This design comes from an exercise in tuning for small area on the open sky130 flow, not from production work.
Function was checked by simulation only, so behaviour that the tests miss may differ from the original.
No driver is modelled on the clock port, so clocking that relies on it looks cheaper here than on a real chip.

v6:
Design ltce, start of the top module:
module ltce (
    input  wire        clk,
    input  wire        rst_n,
    input  wire [1:0]  cmd,
    input  wire [39:0] load_t,
    input  wire [15:0] load_sis,
    input  wire [31:0] z_utcoff,
    output wire [15:0] sample_o,
    output wire        amp_o,
    output wire        cont_o,
    output wire        valid_o,
    output wire        cfg_err_o
);
    localparam [1:0]  CMD_TICK = 2'b01, CMD_LOAD = 2'b10;
    reg [15:0] sis_q;
    reg [4:0]  wti_q;
    reg [5:0]  sec_q, min_q;
    reg [4:0]  hour_q;
    reg [17:0] doe_q;
    reg        valid_q, cfg_err_q, tick_q, amp_q;
    assign cont_o    = 1'b1;
    assign valid_o   = valid_q;
    assign cfg_err_o = cfg_err_q;
    assign amp_o     = amp_q;
    wire [5:0]  ld_sec, ld_min;
    wire [4:0]  ld_hour;
    wire [17:0] ld_doe;
    ltce_civil u_civil (
        .t(load_t), .utcoff(z_utcoff),
        .sec(ld_sec), .min(ld_min), .hour(ld_hour), .doe(ld_doe)
    );
    wire [1:0] sym;
    ltce_symbol u_symbol (
        .sec(sec_q), .min(min_q), .hour(hour_q), .doe(doe_q), .sym(sym)
    );
    wire lead = (sis_q < 16'd9600) ||
                (sis_q < 16'd24000 && sym != 2'd0) ||
                (sis_q < 16'd38400 && sym == 2'd1);
    wire [15:0] high_s =
        (wti_q == 5'd1) ? 16'sd0 :
        (wti_q == 5'd2) ? 16'sd32269 :
        (wti_q == 5'd3) ? -16'sd11207 :
        (wti_q == 5'd4) ? -16'sd28377 :
        (wti_q == 5'd5) ? 16'sd21062 :
        (wti_q == 5'd6) ? 16'sd21062 :
        (wti_q == 5'd7) ? -16'sd28377 :
        (wti_q == 5'd8) ? -16'sd11207 :
        (wti_q == 5'd9) ? 16'sd32269 :
        (wti_q == 5'd10) ? 16'sd0 :
        (wti_q == 5'd11) ? -16'sd32269 :
        (wti_q == 5'd12) ? 16'sd11207 :
        (wti_q == 5'd13) ? 16'sd28377 :
        (wti_q == 5'd14) ? -16'sd21062 :
        (wti_q == 5'd15) ? -16'sd21062 :
        (wti_q == 5'd16) ? 16'sd28377 :
        (wti_q == 5'd17) ? 16'sd11207 :
        -16'sd32269;
    wire [15:0] low_s =
        (wti_q == 5'd1) ? 16'sd0 :
        (wti_q == 5'd2) ? 16'sd3226 :
        (wti_q == 5'd3) ? -16'sd1120 :
        (wti_q == 5'd4) ? -16'sd2837 :
        (wti_q == 5'd5) ? 16'sd2106 :
        (wti_q == 5'd6) ? 16'sd2106 :
        (wti_q == 5'd7) ? -16'sd2837 :
        (wti_q == 5'd8) ? -16'sd1120 :
        (wti_q == 5'd9) ? 16'sd3226 :
  ...
Size in the first run: about 2800 cells after synthesis, ~60 flip-flops, about 110 I/O pins, roughly 18000 um2 of cells after synthesis.
clock: 150.0 ns
lec_check: 0
abc_area: 1
abc_clock_period_in_ps: 150000
cap_margin: 20
core_margin: 2
core_utilization: 40
cts_buf_list: sky130_fd_sc_hd__clkbuf_8
slew_margin: 20
run.sh (not shown) runs the stock make flow with config.mk's settings and CLKGATE_MAP_FILE= SYNTH_SCRIPT=/design/flow/synth_recipe.tcl, a recipe that flattens the netlist after the stock synthesis.
What v7 does differently from v6 at the input level:
==> flow/flow/run.sh (new file) <==
#!/bin/bash
# The standard layout with these changes:
# - synthesis: ABC maps the logic with flow/abc_area.script, an area-only
#   script (no buffering or gate sizing), and Yosys leaves adders to ABC (no
#   full/half-adder cell mapping). Registers are mapped as in the standard flow.
# - placement: every input and output port still gets its own buffer, but
#   the smallest one (buf_1).
# - clock tree: the standard clock_tree_synthesis options with clkbuf_8
#   buffers and no dummy loads.
# make's full output goes to make_flow.log; each step's tool log is under orfs/logs/.
set -euo pipefail
rm -rf scripts_mod
cp -r "$FLOW_HOME/scripts" scripts_mod
cp flow/abc_area.script scripts_mod/abc_area.script
export SCRIPTS_DIR="$PWD/scripts_mod"
bash standard.sh ADDER_MAP_FILE= "BUFFER_PORTS_ARGS=-buffer_cell sky130_fd_sc_hd__buf_1" \
  "CTS_ARGS=-sink_clustering_enable -repair_clock_nets -buf_list sky130_fd_sc_hd__clkbuf_8 -dont_use_dummy_load" \
  finish > make_flow.log 2>&1
==> flow/flow/abc_area.script (new file) <==
strash
&get -n
&fraig -x
&put
scorr
dc2
balance
rewrite
refactor
balance
rewrite
rewrite -z
balance
refactor -z
rewrite -z
balance
dc2
strash
dch -f
amap
strash
dch -f
amap
strash
dch -f
amap
==> flow/standard.sh (new file) <==
#!/bin/bash
# synth_recipe.tcl (not shown) runs the flow's synth.tcl, then flattens the netlist and writes it again
# the make line also repeats each setting of config.mk as NAME=value (left out here)
make -C /OpenROAD-flow-scripts/flow DESIGN_CONFIG=/design/flow/config.mk WORK_HOME=/design/flow/orfs CLKGATE_MAP_FILE= SYNTH_SCRIPT=/design/flow/synth_recipe.tcl "${@:-finish}"
removed: flow/run.sh
==> run notes <==
Relative to v6, the synthesized cell count measured on v7 has decreased by a little under 10%. Register-to-register slack: v7 lower than v6. v6 vs v7, most common cell after layout, fill and taps aside: sky130_fd_sc_hd__inv_1 vs sky130_fd_sc_hd__nor2_1. As far as clock-buffer cell count goes, v6 and v7 are indistinguishable; the numbers are identical. Compare v7 and v6 | setup slack lower: v7. v7 vs v6: number of nets in the layout down. Global-route usage in v7 is 0.23 points lower than in v6. The compound-cell area share of the yosys netlist reported for v7 is greater than that of v6 by 28 points. Post-route non-filler standard cell count shrinks by a little under 10% when moving from v6 to v7.

afterwards: timing with drivers on the ports:
How much do the figures lean on ideal ports? The routed layouts below were timed once more, with nothing changed but the port constraints. Step 1 (the two cells are an assumption about what drives the block):
set clk [get_ports {clk}]
set_driving_cell -lib_cell sky130_fd_sc_hd__clkbuf_16 $clk
set_driving_cell -lib_cell sky130_fd_sc_hd__buf_2 [delete_from_list [all_inputs] $clk]
Step 2 times the ports against the registers' clock, not the clock port: input delays grow and output delays shrink by t, the midpoint of the rising clock arrivals with the driver on. Slacks: no drivers / after step 1 / after step 2; pairs: no drivers / after step 1.
run | t (ns) | slack for setup (ns) | slew at the worst register clock pin (ns) | worst slew at a driven data input, ns | cell pins on the clock port's net
v6 | 0.380 | 76.667 / 76.678 / 76.298 | 0.08 / 0.08 | 0.08 | 1
v7 | 0.381 | 75.358 / 75.377 / 74.996 | 0.08 / 0.08 | 0.04 | 1
After both steps setup and hold are still met in every run listed. For v6, which loses most, drivers alone change the setup slack by +0.011 ns; drivers and shift together by -0.369 ns.
